Source: an optimization exercise on an open RTL-to-GDS flow (aim: small area). Production flows keep margins and buffers that such runs may drop.
Function was checked by simulation only, so behaviour that the tests miss may differ from the original.
Power and IR drop assume default switching activity.

### design/flow/config.mk
export PLATFORM = sky130hd
export DESIGN_NAME = es51986_decoder
export DESIGN_NICKNAME = es51986_decoder
export VERILOG_FILES = /design/flow/design.v
export SDC_FILE = /design/flow/constraint.sdc
export NUM_CORES = 4
export LEC_CHECK = 0
export CAP_MARGIN = 20
export CORE_MARGIN = 2
export CORE_UTILIZATION = 40
export PLACE_DENSITY = 0.6
export SLEW_MARGIN = 20
### design/flow/constraint.sdc
create_clock -name core_clock -period 8.5 [get_ports {clk}]
set_input_delay 1.7000 -clock core_clock [delete_from_list [all_inputs] [get_ports {clk}]]
set_output_delay 1.7000 -clock core_clock [all_outputs]
set_load 0.01 [all_outputs]
### design/flow/design.v
module es_func_table (
    input  wire [7:0] b,
    output wire       valid,
    output wire [3:0] code
);
    localparam [63:0] T = {4'd2, 4'd11, 4'd1, 4'd12, 4'd0, 4'd14, 4'd4, 4'd13,
                           4'd0, 4'd9,  4'd6, 4'd10, 4'd5, 4'd8,  4'd7, 4'd3};
    assign valid = (b[7:4] == 4'h3) && (b[3:0] != 4'h7);
    assign code  = T[{b[3:0], 2'b00} +: 4];
endmodule
module es_frame_decode (
    input  wire [3:0]  len,
    input  wire [71:0] frame,
    output wire        is_err,
    output wire [29:0] payload
);
    wire [7:0] b0 = frame[ 7: 0];
    wire [7:0] b1 = frame[15: 8];
    wire [7:0] b2 = frame[23:16];
    wire [7:0] b3 = frame[31:24];
    wire [7:0] b4 = frame[39:32];
    wire [7:0] b5 = frame[47:40];
    wire [7:0] b6 = frame[55:48];
    wire [7:0] b8 = frame[71:64];
    wire range_ok = (b0[7:3] == 5'b00110) && (b0[2:0] != 3'd7);
    wire d0_ok    = (b1[7:4] == 4'h3) && (!b1[3] || b1[2:1] == 2'b00);
    wire d1_ok    = (b2[7:4] == 4'h3) && (!b2[3] || b2[2:1] == 2'b00);
    wire d2_ok    = (b3[7:4] == 4'h3) && (!b3[3] || b3[2:1] == 2'b00);
    wire d3_ok    = (b4[7:4] == 4'h3) && (!b4[3] || b4[2:1] == 2'b00);
    wire       func_ok;
    wire [3:0] func_code;
    es_func_table u_func (.b(b5), .valid(func_ok), .code(func_code));
    wire e_len = (len != 4'd9);
    wire e_rng = !e_len && !range_ok;
    wire e_d0  = !e_len && range_ok && !d0_ok;
    wire e_d1  = !e_len && range_ok && d0_ok && !d1_ok;
    wire e_d2  = !e_len && range_ok && d0_ok && d1_ok && !d2_ok;
    wire e_d3  = !e_len && range_ok && d0_ok && d1_ok && d2_ok && !d3_ok;
    wire dig_ok = range_ok && d0_ok && d1_ok && d2_ok && d3_ok;
    wire e_fn  = !e_len && dig_ok && !func_ok;
    wire rec   = !e_len && dig_ok && func_ok;
    wire [7:0] rec_lo = {b3[2:0], b4[3:0], b0[2]};    
    assign is_err = !rec;
    assign payload[0]   = e_rng | e_d0 | e_d1 | e_d2 | e_d3 | rec & b0[0];
    assign payload[1]   = e_fn  | e_d0 | e_d1 | e_d2 | e_d3 | rec & b0[1];
    assign payload[9:2] = ({8{e_len}} & {4'd0, len})
                        | ({8{e_rng}} & b0)
                        | ({8{e_d0}}  & b1)
                        | ({8{e_d1}}  & b2)
                        | ({8{e_d2}}  & b3)
                        | ({8{e_d3}}  & b4)
                        | ({8{e_fn}}  & b5)
                        | ({8{rec}}   & rec_lo);
    assign payload[29:10] = {20{rec}} & {b8[1], b8[2], b8[3],
                                         b6[0], b6[1], b6[2], b6[3],
                                         func_code, b1[3:0], b2[3:0], b3[3]};
endmodule
module es_unit_table (
    input  wire [2:0] range_i,
    input  wire [3:0] func_i,
    output reg        hit,
    output reg  [1:0] place,
    output reg  [2:0] prefix,
    output reg  [2:0] base
);
    localparam P_MEGA = 3'd0, P_KILO = 3'd1, P_NONE = 3'd2, P_MILLI = 3'd3,
               P_MICRO = 3'd4, P_NANO = 3'd5;
    localparam B_A = 3'd0, B_V = 3'd1, B_OHM = 3'd2, B_HZ = 3'd3, B_F = 3'd4;
    task automatic set(input [1:0] p, input [2:0] pre, input [2:0] bs);
        begin
            hit = 1'b1; place = p; prefix = pre; base = bs;
        end
    endtask
    always @* begin
        hit = 1'b0; place = 2'd0; prefix = 3'd0; base = 3'd0;
        case (func_i)
            4'd0: case (range_i)         
                3'd0: set(2'd3, P_NONE,  B_V);
                3'd1: set(2'd2, P_NONE,  B_V);
                3'd2: set(2'd1, P_NONE,  B_V);
                3'd3: set(2'd0, P_NONE,  B_V);
                3'd4: set(2'd1, P_MILLI, B_V);
                default: ;
            endcase
            4'd1: case (range_i)         
                3'd0: set(2'd1, P_MICRO, B_A);
                3'd1: set(2'd0, P_MICRO, B_A);
                default: ;
            endcase
            4'd2: case (range_i)         
                3'd0: set(2'd2, P_MILLI, B_A);
                3'd1: set(2'd1, P_MILLI, B_A);
                default: ;
            endcase
            4'd3, 4'd4: case (range_i)   
                3'd0: set(2'd3, P_NONE, B_A);
                3'd1: set(2'd2, P_NONE, B_A);
                default: ;
            endcase
            4'd5: case (range_i)         
                3'd0: set(2'd1, P_NONE, B_OHM);
                3'd1: set(2'd3, P_KILO, B_OHM);
                3'd2: set(2'd2, P_KILO, B_OHM);
                3'd3: set(2'd1, P_KILO, B_OHM);
                3'd4: set(2'd3, P_MEGA, B_OHM);
                3'd5: set(2'd2, P_MEGA, B_OHM);
                3'd6: set(2'd1, P_MEGA, B_OHM);
                default: ;
            endcase
            4'd8: case (range_i)         
                3'd0: set(2'd2, P_NONE, B_HZ);
                3'd1: set(2'd1, P_NONE, B_HZ);
                3'd2: set(2'd3, P_KILO, B_HZ);
                3'd3: set(2'd2, P_KILO, B_HZ);
                3'd4: set(2'd1, P_KILO, B_HZ);
                3'd5: set(2'd3, P_MEGA, B_HZ);
                3'd6: set(2'd2, P_MEGA, B_HZ);
                default: ;
            endcase
            4'd9: case (range_i)         
                3'd0: set(2'd3, P_NANO,  B_F);
                3'd1: set(2'd2, P_NANO,  B_F);
                3'd2: set(2'd1, P_NANO,  B_F);
                3'd3: set(2'd3, P_MICRO, B_F);
                3'd4: set(2'd2, P_MICRO, B_F);
                3'd5: set(2'd1, P_MICRO, B_F);
                3'd6: set(2'd3, P_MILLI, B_F);
                default: ;
            endcase
            default: ;                   
        endcase
    end
endmodule
module es_format_digits (
    input  wire [1:0]  place,
    input  wire [15:0] digits,    
    output wire [2:0]  len,
    output wire [39:0] text
);
    localparam [7:0] DOT = 8'h2E;
    wire [3:0] d0 = digits[15:12];
    wire [3:0] d1 = digits[11:8];
    wire [3:0] d2 = digits[7:4];
    wire [3:0] d3 = digits[3:0];
    wire z0 = (d0 == 4'd0);
    wire z1 = (d1 == 4'd0);
    wire z2 = (d2 == 4'd0);
    wire k0 = (place == 2'd0);
    wire k1 = (place == 2'd1);
    wire k2 = (place == 2'd2);
    wire k3 = (place == 2'd3);
    wire [7:0] c0 = {4'h3, d0};
    wire [7:0] c1 = {4'h3, d1};
    wire [7:0] c2 = {4'h3, d2};
    wire [7:0] c3 = {4'h3, d3};
    wire [7:0] f0 = c0;
    wire [7:0] f1 = k3 ? DOT : c1;
    wire [7:0] f2 = k3 ? c1 : k2 ? DOT : c2;
    wire [7:0] f3 = place[1] ? c2 : k1 ? DOT : c3;
    wire [7:0] f4 = k0 ? 8'd0 : c3;
    wire s1 = z0 & !k3;
    wire s2 = s1 & z1 & !k2;
    wire s3 = s2 & z2 & !k1;
    wire [1:0] s = s3 ? 2'd3 : s2 ? 2'd2 : s1 ? 2'd1 : 2'd0;
    reg [39:0] t;
    always @* begin
        case (s)
            2'd0: t = {f4, f3, f2, f1, f0};
            2'd1: t = {8'd0, f4, f3, f2, f1};
            2'd2: t = {16'd0, f4, f3, f2};
            default: t = {24'd0, f4, f3};
        endcase
    end
    assign text = t;
    assign len  = (k0 ? 3'd4 : 3'd5) - {1'b0, s};
endmodule
module es_resolver (
    input  wire [2:0]  range_i,
    input  wire [3:0]  func_i,
    input  wire [15:0] digits,
    output wire        valid,
    output wire [1:0]  place,
    output wire [2:0]  prefix,
    output wire [2:0]  base,
    output wire [2:0]  len,
    output wire [39:0] text
);
    wire       hit;
    wire [1:0] t_place;
    wire [2:0] t_prefix, t_base;
    wire [2:0] f_len;
    wire [39:0] f_text;
    es_unit_table u_table (
        .range_i(range_i), .func_i(func_i),
        .hit(hit), .place(t_place), .prefix(t_prefix), .base(t_base)
    );
    es_format_digits u_fmt (
        .place(t_place), .digits(digits), .len(f_len), .text(f_text)
    );
    assign valid  = hit;
    assign place  = hit ? t_place  : 2'd0;
    assign prefix = hit ? t_prefix : 3'd0;
    assign base   = hit ? t_base   : 3'd0;
    assign len    = hit ? f_len    : 3'd0;
    assign text   = hit ? f_text   : 40'd0;
endmodule
module es51986_decoder (
    input  wire        clk,
    input  wire        rst,           
    input  wire        in_valid,
    input  wire [7:0]  in_byte,
    output wire        out_valid,
    output wire        out_is_err,
    output wire [29:0] out_payload,
    input  wire [2:0]  q_range,
    input  wire [3:0]  q_func,
    input  wire [15:0] q_digits,      
    output wire        res_valid,
    output wire [1:0]  res_place,
    output wire [2:0]  res_prefix,
    output wire [2:0]  res_base,
    output wire [2:0]  res_len,
    output wire [39:0] res_text
);
    localparam [7:0] CR = 8'h0D, LF = 8'h0A;
    reg        after_cr;     
    reg        ov;           
    reg [3:0]  olen;         
    reg [71:0] sr;           
    wire is_cr   = (in_byte == CR);
    wire is_lf   = (in_byte == LF);
    wire [3:0] cur_len = ov ? (olen[3] & olen[1] ? 4'd9 : 4'd0) : olen;
    wire       full    = cur_len[3] & cur_len[0];
    wire append = in_valid & !is_cr & !is_lf;
    always @(posedge clk) begin
        if (append)
            sr <= {sr[63:0], in_byte};
    end
    always @(posedge clk) begin
        if (rst) begin
            after_cr <= 1'b0;
            ov       <= 1'b0;
            olen     <= 4'd0;
        end else if (!in_valid) begin
            ov       <= 1'b0;
            olen     <= cur_len;
        end else if (is_cr) begin
            after_cr <= 1'b1;
            ov       <= 1'b1;
            olen     <= cur_len;
        end else if (is_lf) begin
            after_cr <= 1'b0;
            ov       <= !after_cr;
            olen     <= cur_len;
        end else begin
            after_cr <= 1'b0;
            ov       <= full;
            olen     <= full ? 4'd10 : cur_len + 4'd1;
        end
    end
    wire        dec_is_err;
    wire [29:0] dec_payload;
    es_frame_decode u_dec (
        .len(olen & {4{ov}}),
        .frame({sr[7:0], sr[15:8], sr[23:16], sr[31:24], sr[39:32],
                sr[47:40], sr[55:48], sr[63:56], sr[71:64]}),
        .is_err(dec_is_err), .payload(dec_payload)
    );
    assign out_valid   = ov;
    assign out_is_err  = ov & dec_is_err;
    assign out_payload = dec_payload;    
    reg [2:0]  qr;
    reg [3:0]  qf;
    reg [15:0] qd;
    always @(posedge clk) begin
        qr <= q_range;
        qf <= q_func;
        qd <= q_digits;
    end
    es_resolver u_res (
        .range_i(qr), .func_i(qf), .digits(qd),
        .valid(res_valid), .place(res_place), .prefix(res_prefix), .base(res_base),
        .len(res_len), .text(res_text)
    );
endmodule
### design/flow/run.sh
#!/bin/bash
# synth_recipe.tcl (not shown) runs the flow's synth.tcl, then flattens the netlist and writes it again
# the make line also repeats each setting of config.mk as NAME=value (left out here)
make -C /OpenROAD-flow-scripts/flow DESIGN_CONFIG=/design/flow/config.mk WORK_HOME=/design/flow/orfs CLKGATE_MAP_FILE= SYNTH_SCRIPT=/design/flow/synth_recipe.tcl finish
==> summary.txt, run 1 <==
Synth
The most used flip-flop cell after synthesis is edfxtp_1. The per-instance average area after synthesis is 10.2 um^2. The number of storage elements in the synthesis netlist is a little over 100. The synthesized netlist cell count is 517.

The synthesized design contains 72 enable-type register cells. Ranked by instance count, the synthesized netlist is headed by edfxtp_1 (72), nor2_1 (50), nand2_1 (45). Among all cell types in the netlist, the one instantiated most often is edfxtp_1. The post-synthesis async set-or-reset flop share is 0%.

Yosys attributes the largest share of cell area to edfxtp_1 (41%), dfxtp_1 (11%), nor2_1 (3.6%). The most area-hungry cell type in the Yosys netlist is edfxtp_1. The synthesized netlist occupies a cell area of ~5300 um^2. The top cell type's share of synthesized area is approximately two fifths. The share of the Yosys chip area taken by registers is around 52%. Synthesis instantiated 70 different standard cells from the library. For this run, the number of Yosys warnings is 3.

Placed design
During placement, the flow inserted port buffers numbering between 100 and 150. Once placement finished, the instance area stood at 6390 um^2. Timing analysis after detailed placement gives a worst setup slack of 2850 ps. The post-detailed-placement half-perimeter wirelength is around 9600 um. The final RePlAce weighted congestion is around 0.87.

Power and ir drop
The power per standard cell area is between 150 and 200 nW/um^2. The switching part of the total is roughly a quarter. The overall power is about 1.1 mW. Combinational logic is responsible for 12.3% of the overall power.

The clock network fraction of design power is between 30% and 40%. In this run the static leakage power is roughly 2.4 nW. The share of total power dissipated in sequential elements is between 50% and 60%. The cell-internal power is 0.834 mW. In this run the power spent charging and discharging nets is approximately 0.29 mW. IR analysis of the VDD net gives a maximum drop of 0.000121 V.

Global routing
The total overflow reported by the global router is 0. The number of global-route vias before repair came to ~4,000. Entering global routing, the biggest net connects 55 pins.

The first global-routing pass estimated 20,900 um of wire. The initial antenna violation count is 1. Global routing used between 10% and 20% of the available tracks across all layers.

Clock tree
Clock-pin slew was measured on the worst setup and hold paths at about 70 ps. The CTS sink count is a little over 100. The tree is rooted in a clkbuf_16. The hold buffer count at CTS is 0. The clock tree synthesis step divided the H-tree into 3 levels. For the worst-skew pair, the clock arrives at the later sink with an insertion delay of about 350 ps.

The number of gates given a new drive strength after cts is 0. The number of buffers created by CTS is 9. TritonCTS built the clock tree. The number of setup buffers added after CTS is 0. The largest buffer count on any clock path is 2.

Floorplanning
The floorplan step set the die width to 119 um. Pin placement for this block handled about 120 I/O pins. The floorplan step defined a core boundary enclosing 12,700 um^2.

The floorplan step defined a die boundary enclosing approximately 14,000 um^2. The vertical die dimension is 119 um. In this run the core area contains 41 standard-cell rows. The initial utilization of the core area, before any placement, comes to approximately two fifths.

Timing
The relative slew slack is between 30% and 40%. The total negative slack is 0 ps. The final setup skew is between 6 and 7 ps. The pin slew with the least headroom to its limit is a little over 1000 ps. After layout, the worst path uses between 70 and 80% of the clock period. Setup repair after global routing left no endpoint under its margin. The routed design could run at a clock period as short as between 6000 and 7000 ps.

The number of endpoints with negative hold slack in the final report is 0. The final number of setup-violating endpoints is 0. Once routing completed, OpenROAD measured the worst setup slack at ~2400 ps. The count of pins over their slew limit is 0. Timing would allow up to roughly 160 MHz.

Routing
The first routing iteration left approximately 380 violations. The post-detailed-route wirelength per cell is 16.8 um. The total wirelength of the detailed-routed design is roughly 13,000 um. The number of search-and-repair iterations in the first detailed-routing pass is 5. In the routed design, unresolved DRC markers number 0.

The total number of vias is between 4,000 and 5,000. Dividing the detail-routed via count by the number of cells gives about 5.6. The count of nets left with antenna violations once routing finished came out at 0.

Setup path
The startpoint of the most critical register-to-register path is ov. In this run the worst setup path begins at qf[3]. The setup path with the least slack is of type reg2out. The setup check on the worst reg-to-reg path leaves a slack of 6880 ps. The worst-path maximum fanout is 22.

The worst reg2reg path endpoint is olen[2]. The critical path endpoint is res_text[1]. The endpoint required time on the critical path is between 6000 and 7000 ps. The arrival time of data at the critical path endpoint is roughly 4400 ps. The element type at the critical path end is an output port. The number of cells on the worst reg-to-reg path is 6. The startpoint class of the critical path is a flip-flop.

Final layout
Fill cells in the final layout number between 1,000 and 1,500. In the final design database the tool counted approximately 650 nets. From synthesis to final layout, the design area changed by 27.0%. The post-route netlist has about 5.2% of its cells at a drive strength greater than 1. The final cell utilization of the core is a little over half. The area of all placed cells without fillers is between 6000 and 7000 um^2.

Flow run
The max-cap violation count is 0.

Outcome
The run finished with no timing, DRC or antenna violations.

Min path
The tightest min-delay check is of the reg2reg type.
## layer usage
layer  part of all wire, %  global-route usage (%)  vias to the layer above
met1                    43                    24.2                     2084
met3                   5.5                    3.72                       21
met4                   2.2                    7.59                        0
met2                    50                    30.2                      155
met5                     0                       0                        -
li1                      -                       -                     2096
## cells by family after synthesis
group                      share of synthesized area [%]
DFF                                                 52.1
xor gates and xnor gates                           0.499
adders and majority gates                           2.09
muxes                                               1.81
AOI/OAI and AO/OA                                   17.8
other                                             0.0712
and+or+nand+nor                                     19.4
buffers and inverters                               6.20
## power groups by stage
stage               Sequential (mW)  Clock, mW  Combinational, mW
finish                        0.592      0.395              0.139
detailed placement            0.603          0              0.139
global route                  0.597      0.430              0.151
CTS                           0.592      0.408              0.140
floorplan                     0.586          0             0.0902
global placement              0.603          0              0.138
## worst max-delay path, cell delays in order (launching register included)
cell,delay [ps]
dfxtp_1,760
nand4bb_1,240
o221ai_1,130
o21bai_1,190
a21oi_1,740
inv_2,320
or4_1,770
a311oi_1,330
clkdlybuf4s50_1,600
## worst min-delay path by stage
stage            from  endpoint  cells after the start  slack (ps)
2_1_floorplan   sr[4]    sr[12]                      0         400
4_1_cts        sr[21]    sr[29]                      0         420
5_1_grt         sr[7]    sr[15]                      0         430
6_report       sr[20]    sr[28]                      0         420
3_5_place_dp    sr[9]    sr[17]                      0         400
3_3_place_gp   sr[10]    sr[18]                      0         400
## metrics by stage
stage	instances	hold WS, ps
2_1_floorplan	526	400
3_3_place_gp	767	400
3_5_place_dp	767	405
4_1_cts	783	422
5_1_grt	784	425
6_report	784	420
## sequential cells by signal, indices dropped and copies added (netlist names)
signal    cells
sr           72
after_cr      1
qd           16
qr            3
qf            4
olen          4
ov            1
## cell usage in the layout (no fill, tap or decap), types with 5 or more instances in the layout
master | synthesis | routed
o21ai_0 | 24 | 24
o211ai_1 | 7 | 7
or4_1 | 5 | 5
nor3_1 | 9 | 9
a31oi_1 | 10 | 10
and2_1 | 20 | 20
nor2_1 | 50 | 50
clkdlybuf4s50_1 | 0 | 107
edfxtp_1 | 72 | 72
nor2b_1 | 12 | 12
mux2i_1 | 5 | 5
a21oi_1 | 27 | 27
dfxtp_1 | 29 | 29
nand4_1 | 6 | 6
a221oi_1 | 8 | 8
nor3b_1 | 5 | 5
ha_1 | 8 | 8
nand2_1 | 45 | 45
nand3_1 | 16 | 16
inv_1 | 22 | 22
a311oi_1 | 5 | 5
conb_1 | 1 | 10
clkbuf_16 | 0 | 9
## area by class of cell
cell class | count | area [um^2] | share of cell area (%)
tap | 172 | 215 | 3.22
antenna | 1 | 2.50 | 0.0374
clock inverter | 7 | 67.6 | 1.01
multi-input combinational | 359 | 2240 | 33.6
clock buffer | 9 | 225 | 3.37
inverter | 25 | 93.8 | 1.40
sequential | 101 | 2740 | 41.0
timing repair buffer | 110 | 1090 | 16.4
==> run 2: changes to the inputs <==
==> design/flow/flow/run.sh (new file) <==
#!/bin/bash
# Standard ORFS layout with two changes: the port buffers are the smallest
# buffer cell, and clock tree synthesis adds no dummy loads and uses small
# clock buffers. Each tool's output is kept in orfs/logs; make's own output
# goes to standard.log.
set -euo pipefail
export BUFFER_PORTS_ARGS="-buffer_cell sky130_fd_sc_hd__buf_1"
export CTS_ARGS="-sink_clustering_enable -repair_clock_nets -dont_use_dummy_load -buf_list sky130_fd_sc_hd__clkbuf_8"
bash standard.sh finish > standard.log 2>&1
==> design/flow/standard.sh (new file) <==
#!/bin/bash
# synth_recipe.tcl (not shown) runs the flow's synth.tcl, then flattens the netlist and writes it again
# the make line also repeats each setting of config.mk as NAME=value (left out here)
make -C /OpenROAD-flow-scripts/flow DESIGN_CONFIG=/design/flow/config.mk WORK_HOME=/design/flow/orfs CLKGATE_MAP_FILE= SYNTH_SCRIPT=/design/flow/synth_recipe.tcl "${@:-finish}"
--- a/design/flow/config.mk
+++ b/design/flow/config.mk
@@ -7,6 +7,6 @@
 export LEC_CHECK = 0
 export CAP_MARGIN = 20
 export CORE_MARGIN = 2
-export CORE_UTILIZATION = 40
-export PLACE_DENSITY = 0.6
+export CORE_UTILIZATION = 60
+export PLACE_DENSITY = 0.75
 export SLEW_MARGIN = 20
removed: design/flow/run.sh
==> summary.txt, run 2 <==
Global routing
The number of global-route vias before repair is 4,158 (+1.5%). The initial antenna violation count is 0 (-1). The largest net degree at the start of global routing is 78 (+42%). The aggregate global-route resource usage is 25.5% (+6.9 points). The total overflow reported by the global router was 0 (unchanged). The first-pass GRT wire length is 19,900 um (-4.5%).

Power and ir drop
The combinational power share is 11.6% (-0.7 points). The cell-internal power is 0.695 mW (-17%). The leakage dissipation is 2.07 nW (-14%). The clock network fraction of design power was 25.0% (-10 points). The relative contribution of sequential cells to total power came to 63.4% (+11 points).

The switching part of the total is 25.6% (-0.38 points). The net load switching power is 0.239 mW (-18%). The power per standard cell area was 162 nW/um^2 (-3.8%).

The worst-case vdd ir drop is 0.000133 V (+10%).

Final layout
The flip-flop count of the largest register, all copies and words added is 72 (unchanged). The number of antenna cells inserted is 0 (-1). The total of fill cells in the finished design is 730 (-39%). The total number of nets in the final design is 649 (+0.15%).

The most common cell after layout, fill and taps aside is buf_1. The area growth from synthesis to layout is 9.37%. In the final layout, the registers with the most flip-flops are sr x72, qd x16.

Counting flops per register, the top entry is sr. The share of layout cells above drive strength 1 was 3.97% (-1.3 points). Leaving out fill and tap cells, the most frequent cells in the layout are buf_1 (107), edfxtp_1 (72), nor2_1 (50), nand2_1 (45), dfxtp_1 (29).

Synth
The number of distinct standard cells referenced by the synthesized netlist is 70 (unchanged). The total of warnings raised by yosys came to 3 (unchanged). Yosys attributes the largest share of cell area to edfxtp_1 (41%), dfxtp_1 (11%), nor2_1 (3.6%). The synthesized netlist cell count is 517 (unchanged). The commonest cells after synthesis are edfxtp_1 (72), nor2_1 (50), nand2_1 (45). edfxtp_1 takes more of the synthesized area than any other cell. For this run, the leading register cell type out of synthesis is edfxtp_1. The portion of the post-synthesis area used by sequential elements was 52.1% (unchanged).

The number of flops mapped to enable cells by yosys came to 72 (unchanged). The post-synthesis async set-or-reset flop share is 0% (unchanged). The top cell type's share of synthesized area is 41.1% (unchanged). The per-instance average area after synthesis is 10.2 um^2 (unchanged). The most common cell in the synthesized netlist is edfxtp_1. The synthesized cell area is 5260 um^2 (unchanged). The number of storage elements in the synthesis netlist is 101 (unchanged).

Routing
The total number of vias came to 4,408 (+1.2%). The detailed-route vias per instance is 6.18 (+11%). The number of search-and-repair iterations in the first detailed-routing pass is 4 (-1). The post-detailed-route wirelength per cell came to 16.9 um (+0.39%). The total wirelength of the detailed-routed design came to 12,000 um (-8.7%). The number of remaining DRC errors is 0 (unchanged). The number of nets with antenna violations after routing is 0 (unchanged). The violation count after the first detailed-route iteration is 299 (-21%).

Placed design
The post-detailed-placement half-perimeter wirelength is 8670 um (-9.8%). The final RePlAce weighted congestion came to 1.04 (+19%). The post-place setup slack is 3270 ps (+418 ps).

The number of I/O port buffers is 107 (unchanged).

Floorplanning
The vertical die dimension is 97.7 um (-18%). The core area is 8590 um^2 (-32%). The chip width was 97.7 um (-18%). The number of ports placed on the die boundary was 118 (unchanged).

The number of placement rows is 34 (-17%). The area of the die is 9540 um^2 (-32%). The starting density of the core is 61.3% (+20 points).

Setup path
The buffering stage count on the worst path with inverters included came to 2 (unchanged). The reg-to-reg setup timing slack is 6970 ps (+90 ps). The critical path depth was 8 (unchanged).

The timing startpoint of the critical path is qf[0]. The number of cells on the worst reg-to-reg path was 7 (+1). STA classifies the critical path endpoint as an output port.

The arrival time of data at the critical path endpoint is 3980 ps (-440 ps). The endpoint required time on the critical path was 6800 ps (about the same). Broken down by cell family, the worst path's largest delay share belongs to compound AO/OA/AOI/OAI gates.

The category of the critical setup timing path is reg2out. The critical path's largest stage delay is 770 ps (about the same). The endpoint identified for the worst register-to-register timing path is ov. The most numerous cell type found on the critical path is a21oi_1. The worst-path maximum fanout is 24 (+9.1%).

In this run the worst setup path terminates at res_text[2]. The startpoint of the most critical register-to-register path is ov. Traced cell by cell, the critical path runs through nor4b_1 > a21oi_1 > o21ai_0 > a21oi_1 > inv_2 > or4_1 > a311oi_1 > buf_1. Among all stages on the critical path, the largest delay is contributed by dfxtp_1. The worst setup path is launched from a flip-flop.

Timing
The total negative slack is 0 ps (unchanged). The clock period minus worst slack is 5680 ps (-442 ps). The fraction of the cycle the final worst path needs is 66.9% (-5.2 points).

The post-route worst setup slack is 2820 ps (+442 ps). The final setup skew was 30.4 ps (+23.6 ps). The relative slew slack is 37.3% (+6.7 points).

The maximum achievable frequency is 176 MHz (+7.8%). The final number of setup-violating endpoints is 0 (unchanged). The number of endpoints with negative hold slack in the final report is 0 (unchanged). The count of pins over their slew limit was 0 (unchanged).

The pin slew with the least headroom to its limit was 940 ps (-98.5 ps). Setup repair after global routing left no endpoint under its margin.

Clock tree
The number of buffers created by CTS was 9 (unchanged). The clock tree from TritonCTS is yes. The hold buffer count at CTS is 0 (unchanged). The buffer count from post-CTS setup fixing is 0 (unchanged). The clock slew seen by the registers of the worst setup and hold paths is 80 ps (about the same). The number of gates given a new drive strength after cts was 0 (unchanged).

The CTS sink count is 101 (unchanged). The H-tree depth is 3 (unchanged). The largest buffer count on any clock path is 2 (unchanged). The clock root buffer master is clkbuf_8.

The worst-skew pair later-pin latency was 360 ps (about the same).

Flow run
The max-cap violation count is 0 (unchanged).

Min path
The type of the worst min-delay path is reg2reg.

Outcome
The flow ran to the end and the layout has no timing, DRC or antenna violations.
run 2: cell count changes in the layout (fill, tap and decap cells not counted), moves of 2 or more:
cell	previous run	this run
buf_1	0	107
clkbuf_16	9	0
clkbuf_8	0	9
clkdlybuf4s50_1	107	0
clkinv_4	2	0
inv_6	2	0
run 2: worst min path at each step:
stage / depth (start not counted) / endpoint / from
finish: 0 / sr[8] / sr[0]
global route: 0 / sr[14] / sr[6]
CTS: 0 / sr[19] / sr[11]
detailed placement: 0 / sr[31] / sr[23]
global placement: 0 / sr[18] / sr[10]
floorplan: 0 / sr[12] / sr[4]
run 2: layer usage:
layer / routed length [um] / global-route usage (%) / vias to the layer above / share of wire [%]
met4: 306 / 7.59 / 0 / 2.5
met1: 4890 / 32.8 / 2060 / 41
met3: 872 / 4.89 / 29 / 7.2
li1: - / - / 2091 / -
met2: 5980 / 43.9 / 228 / 50
met5: 0 / 0 / - / 0
run 2: area by class of cell:
class                           count  area (um^2)  area share, %
Tap cell                          108          135           2.35
Inverter                           25         93.8           1.63
Multi-Input combinational cell    359         2230           38.7
Timing Repair Buffer              111          432           7.50
Clock buffer                        9          124           2.15
Sequential cell                   101         2740           47.6
run 2: worst register-to-register path: cells and delay by family (launching register included):
kind,cells,cell delay [ps]
flops,1,610
simple gates,5,490
compound gates,1,230
buf+inv,1,120
run 2: metrics by stage:
step                instances  hold slack [ps]  utilization, %  power [mW]  cell area, um^2
floorplan                 526              400               -       0.676             5300
global placement          704              402            65.6       0.706             5630
detailed placement        704              405            65.6       0.710             5630
CTS                       713              407            67.0       0.938             5760
global route              713              418            67.0       0.975             5760
finish                    713              407            67.0       0.934             5760
run 2: logic make-up (layout without fill, tap and decap cells):
group / Yosys count / after routing / share of synthesized area, %
AND/OR/NAND/NOR: 197 / 197 / 19.4
AO/OA/AOI/OAI: 133 / 133 / 17.8
flip-flops: 101 / 101 / 52.1
buffers and inverters: 66 / 145 / 6.20
adder cells (fa/ha/maj): 9 / 9 / 2.09
multiplexers: 7 / 7 / 1.81
XOR/XNOR: 3 / 3 / 0.499
other: 1 / 10 / 0.0712
run 2: power by group through the flow:
stage          clock network (mW)  registers (mW)  logic (mW)
6_report                    0.233           0.592       0.108
4_1_cts                     0.238           0.591       0.108
2_1_floorplan                   0           0.586      0.0902
3_3_place_gp                    0           0.601       0.105
3_5_place_dp                    0           0.602       0.108
5_1_grt                     0.258           0.597       0.121

afterwards: timing with drivers on the ports:
Ports are ideal in the flow. The routed layouts listed here were re-timed in OpenROAD.
Step 1, drivers: a clkbuf_16 drives clk and a buf_2 each remaining input, both assumed.
Step 2, shift: input delay + t, output delay - t, t = (earliest + latest rising clock arrival at the registers) / 2. This alone moves slack from input paths to output paths.
Slacks: ideal / step 1 / step 2; pairs: ideal / step 1.
run	t, ns	setup slack, ns	latest minus earliest clock arrival (ns)	worst data-port slew with drivers (ns)
run 1	0.389	2.376 / 2.333 / 2.721	0.011 / 0.011	0.07
run 2	0.370	2.818 / 2.787 / 3.157	0.033 / 0.033	0.04
After both steps setup and hold are still met in every run listed.
